This is an optimization exercise on Yosys and OpenROAD, whose aim is small area, not a production implementation. Only simulation tests tie the RTL to the original design; equivalence was not proved. Power is estimated from default activity; no workload was simulated.

oak:
Design vsc, start of the top module:
module vsc (
    input  wire        clk,
    input  wire        rst,             
    input  wire        host_wr,
    input  wire [3:0]  host_addr,       
    input  wire [31:0] host_wdata,
    output reg  [31:0] host_rdata,
    output wire        busy,
    output wire        bus_req,
    output reg  [2:0]  bus_op,          
    output wire [6:0]  bus_addr,
    output wire        bus_dir,         
    output wire [7:0]  bus_wdata,
    output wire        bus_nack,        
    input  wire        bus_rsp_valid,
    input  wire        bus_rsp_fail,    
    input  wire [7:0]  bus_rsp_data     
);
For scale: roughly 830 cells after synthesis, ~180 flip-flops, about 100 I/O pins, roughly 0.0076 mm^2 of cells after synthesis.
Settings: LEC_CHECK=0, CAP_MARGIN=20, CORE_MARGIN=2, CORE_UTILIZATION=60, SLEW_MARGIN=20; clock period 25.0 ns.
standard.sh (not shown) runs the stock make flow with config.mk's settings and CLKGATE_MAP_FILE= SYNTH_SCRIPT=/design/flow/synth_recipe.tcl, a recipe that flattens the netlist after the stock synthesis.
==> flow/flow/run.sh <==
#!/bin/bash
# Own layout flow: the standard ORFS flow (standard.sh) with these changes to how the
# layout is made:
#  - synthesis is the standard flow's (synth_recipe.tcl, unchanged), except that extract_fa is skipped and
#    Yosys's abc maps the combinational logic with flow/area.abc (area-oriented) instead of
#    ORFS's script (see flow/abc_hook.tcl); the registers are the standard synthesis's;
#  - port buffers use the smallest buffer cell (buf_1) instead of buffer_ports' default pick;
#  - CTS builds the clock tree from clkbuf_8 cells and inserts no dummy loads.
# make's full output goes to standard.log in this folder; each ORFS step also keeps its own
# log under orfs/logs/.
set -euo pipefail
export BUFFER_PORTS_ARGS="-buffer_cell sky130_fd_sc_hd__buf_1"
export CTS_ARGS="-sink_clustering_enable -repair_clock_nets -dont_use_dummy_load -buf_list sky130_fd_sc_hd__clkbuf_8"
export OWN_ABC_SCRIPT="$PWD/flow/area.abc"
cat flow/abc_hook.tcl synth_recipe.tcl > own_synth.tcl
sed 's#/synth_recipe\.tcl#/own_synth.tcl#g' standard.sh > own_standard.sh
grep -q own_synth.tcl own_standard.sh
bash own_standard.sh > standard.log 2>&1
==> flow/flow/abc_hook.tcl <==
# Two changes to how the standard flow's synthesis (synth_recipe.tcl, otherwise unchanged) maps the
# combinational logic; neither touches the registers, which dfflibmap has already mapped:
#  - extract_fa is skipped, so adders are left as plain gates for abc instead of being
#    mapped to fa/ha cells;
#  - abc runs with this flow's own script (flow/area.abc, an area-oriented mapping) in
#    place of the one ORFS picks.
proc extract_fa {args} {}
proc abc {args} {
  set i [lsearch -exact $args -script]
  if {$i >= 0} { lset args [expr {$i + 1}] $::env(OWN_ABC_SCRIPT) }
  yosys abc {*}$args
}
==> flow/flow/area.abc <==
strash
dch
amap
Having completed the whole flow, oak delivered a layout that passed the timing, design-rule and antenna checks.
Inputs modified between oak and pine:
Settings: CORE_UTILIZATION changed from 60 to 40.
Results
Estimated wirelength of the detail-placed design sits lower in pine than in oak. NOTE: all-layer global routing usage in pine falls short of that of oak. Part of the total power dissipated in combinational logic: pine vs oak down 0.3 points. Sort pine and oak by register clock-pin slew on the reported worst setup and hold paths asc -> top: oak. pine: global-route met3 utilization lower than oak.
Modified inputs, birch compared to pine
Settings: CORE_UTILIZATION: 40 -> 75.
--- a/flow/flow/run.sh
+++ b/flow/flow/run.sh
@@ -6,10 +6,11 @@
 #    ORFS's script (see flow/abc_hook.tcl); the registers are the standard synthesis's;
 #  - port buffers use the smallest buffer cell (buf_1) instead of buffer_ports' default pick;
-#  - CTS builds the clock tree from clkbuf_8 cells and inserts no dummy loads.
+#  - CTS builds the clock tree from clkbuf_4 cells (clkbuf_16 at the root) and inserts no
+#    dummy loads.
 # make's full output goes to standard.log in this folder; each ORFS step also keeps its own
 # log under orfs/logs/.
 set -euo pipefail
 export BUFFER_PORTS_ARGS="-buffer_cell sky130_fd_sc_hd__buf_1"
-export CTS_ARGS="-sink_clustering_enable -repair_clock_nets -dont_use_dummy_load -buf_list sky130_fd_sc_hd__clkbuf_8"
+export CTS_ARGS="-sink_clustering_enable -repair_clock_nets -dont_use_dummy_load -buf_list sky130_fd_sc_hd__clkbuf_4 -root_buf sky130_fd_sc_hd__clkbuf_16"
 export OWN_ABC_SCRIPT="$PWD/flow/area.abc"
 cat flow/abc_hook.tcl synth_recipe.tcl > own_synth.tcl
==> summary.txt <==
Total power: birch below pine. As of birch, design area had fallen by a few percent compared to pine. birch vs pine — count of non-CTS buffers in the layout dropped slightly. Relative to pine, the number of vias after detailed routing of birch is higher by 670. Logic gate share of total power ended up 1.6 points higher on birch than on pine. Looking at clock-cell share of area across pine and birch, the one that comes out higher is pine. birch: PASS, flow complete, no timing, DRC or antenna violations. pine finished all stages; the layout is clean. In the metrics for pine and birch, the one carrying the lower wire length is birch.
[inputs] maple vs birch
Settings: putting GPL_TIMING_DRIVEN at 0 where nothing was set; swapping 75 for 40 in CORE_UTILIZATION.
--- a/flow/flow/run.sh
+++ b/flow/flow/run.sh
@@ -6,11 +6,10 @@
 #    ORFS's script (see flow/abc_hook.tcl); the registers are the standard synthesis's;
 #  - port buffers use the smallest buffer cell (buf_1) instead of buffer_ports' default pick;
-#  - CTS builds the clock tree from clkbuf_4 cells (clkbuf_16 at the root) and inserts no
-#    dummy loads.
+#  - CTS builds the clock tree from clkbuf_8 cells and inserts no dummy loads.
 # make's full output goes to standard.log in this folder; each ORFS step also keeps its own
 # log under orfs/logs/.
 set -euo pipefail
 export BUFFER_PORTS_ARGS="-buffer_cell sky130_fd_sc_hd__buf_1"
-export CTS_ARGS="-sink_clustering_enable -repair_clock_nets -dont_use_dummy_load -buf_list sky130_fd_sc_hd__clkbuf_4 -root_buf sky130_fd_sc_hd__clkbuf_16"
+export CTS_ARGS="-sink_clustering_enable -repair_clock_nets -dont_use_dummy_load -buf_list sky130_fd_sc_hd__clkbuf_8"
 export OWN_ABC_SCRIPT="$PWD/flow/area.abc"
 cat flow/abc_hook.tcl synth_recipe.tcl > own_synth.tcl
### Flow results
Per the comparison of maple with birch, total wire length shows an increase of about 2%, part of the power in combinational logic shows a reduction of 1.5 points, final critical-path required period shows a reduction of 46 ps.

[static timing again, ports no longer ideal]
The results above use ideal ports. As a check the final layouts listed here were re-extracted and re-timed, cells and wires unchanged.
Step 1, drivers: a clkbuf_16 drives clk and a buf_2 each remaining input, both assumed.
Step 2, shift: input delay + t, output delay - t, t = (earliest + latest rising clock arrival at the registers) / 2. This alone moves slack from input paths to output paths.
a / b / c = ideal / step 1 / step 2; a / b = the first two.
run | t (ns) | setup WS [ns] | hold slack, ns | worst register clock-pin slew, ns
oak | 0.493 | 13.122 / 13.098 / 13.098 | 0.302 / 0.302 / 0.302 | 0.10 / 0.10
pine | 0.492 | 13.146 / 13.119 / 13.119 | 0.296 / 0.296 / 0.296 | 0.12 / 0.12
birch | 0.420 | 13.041 / 13.005 / 13.005 | 0.322 / 0.322 / 0.322 | 0.12 / 0.12
maple | 0.498 | 13.087 / 13.065 / 13.065 | 0.312 / 0.312 / 0.312 | 0.11 / 0.11
After both steps setup and hold are still met in every run listed. The setup slack of birch, which loses most, moves by -0.036 ns with the drivers and by -0.036 ns with both steps.
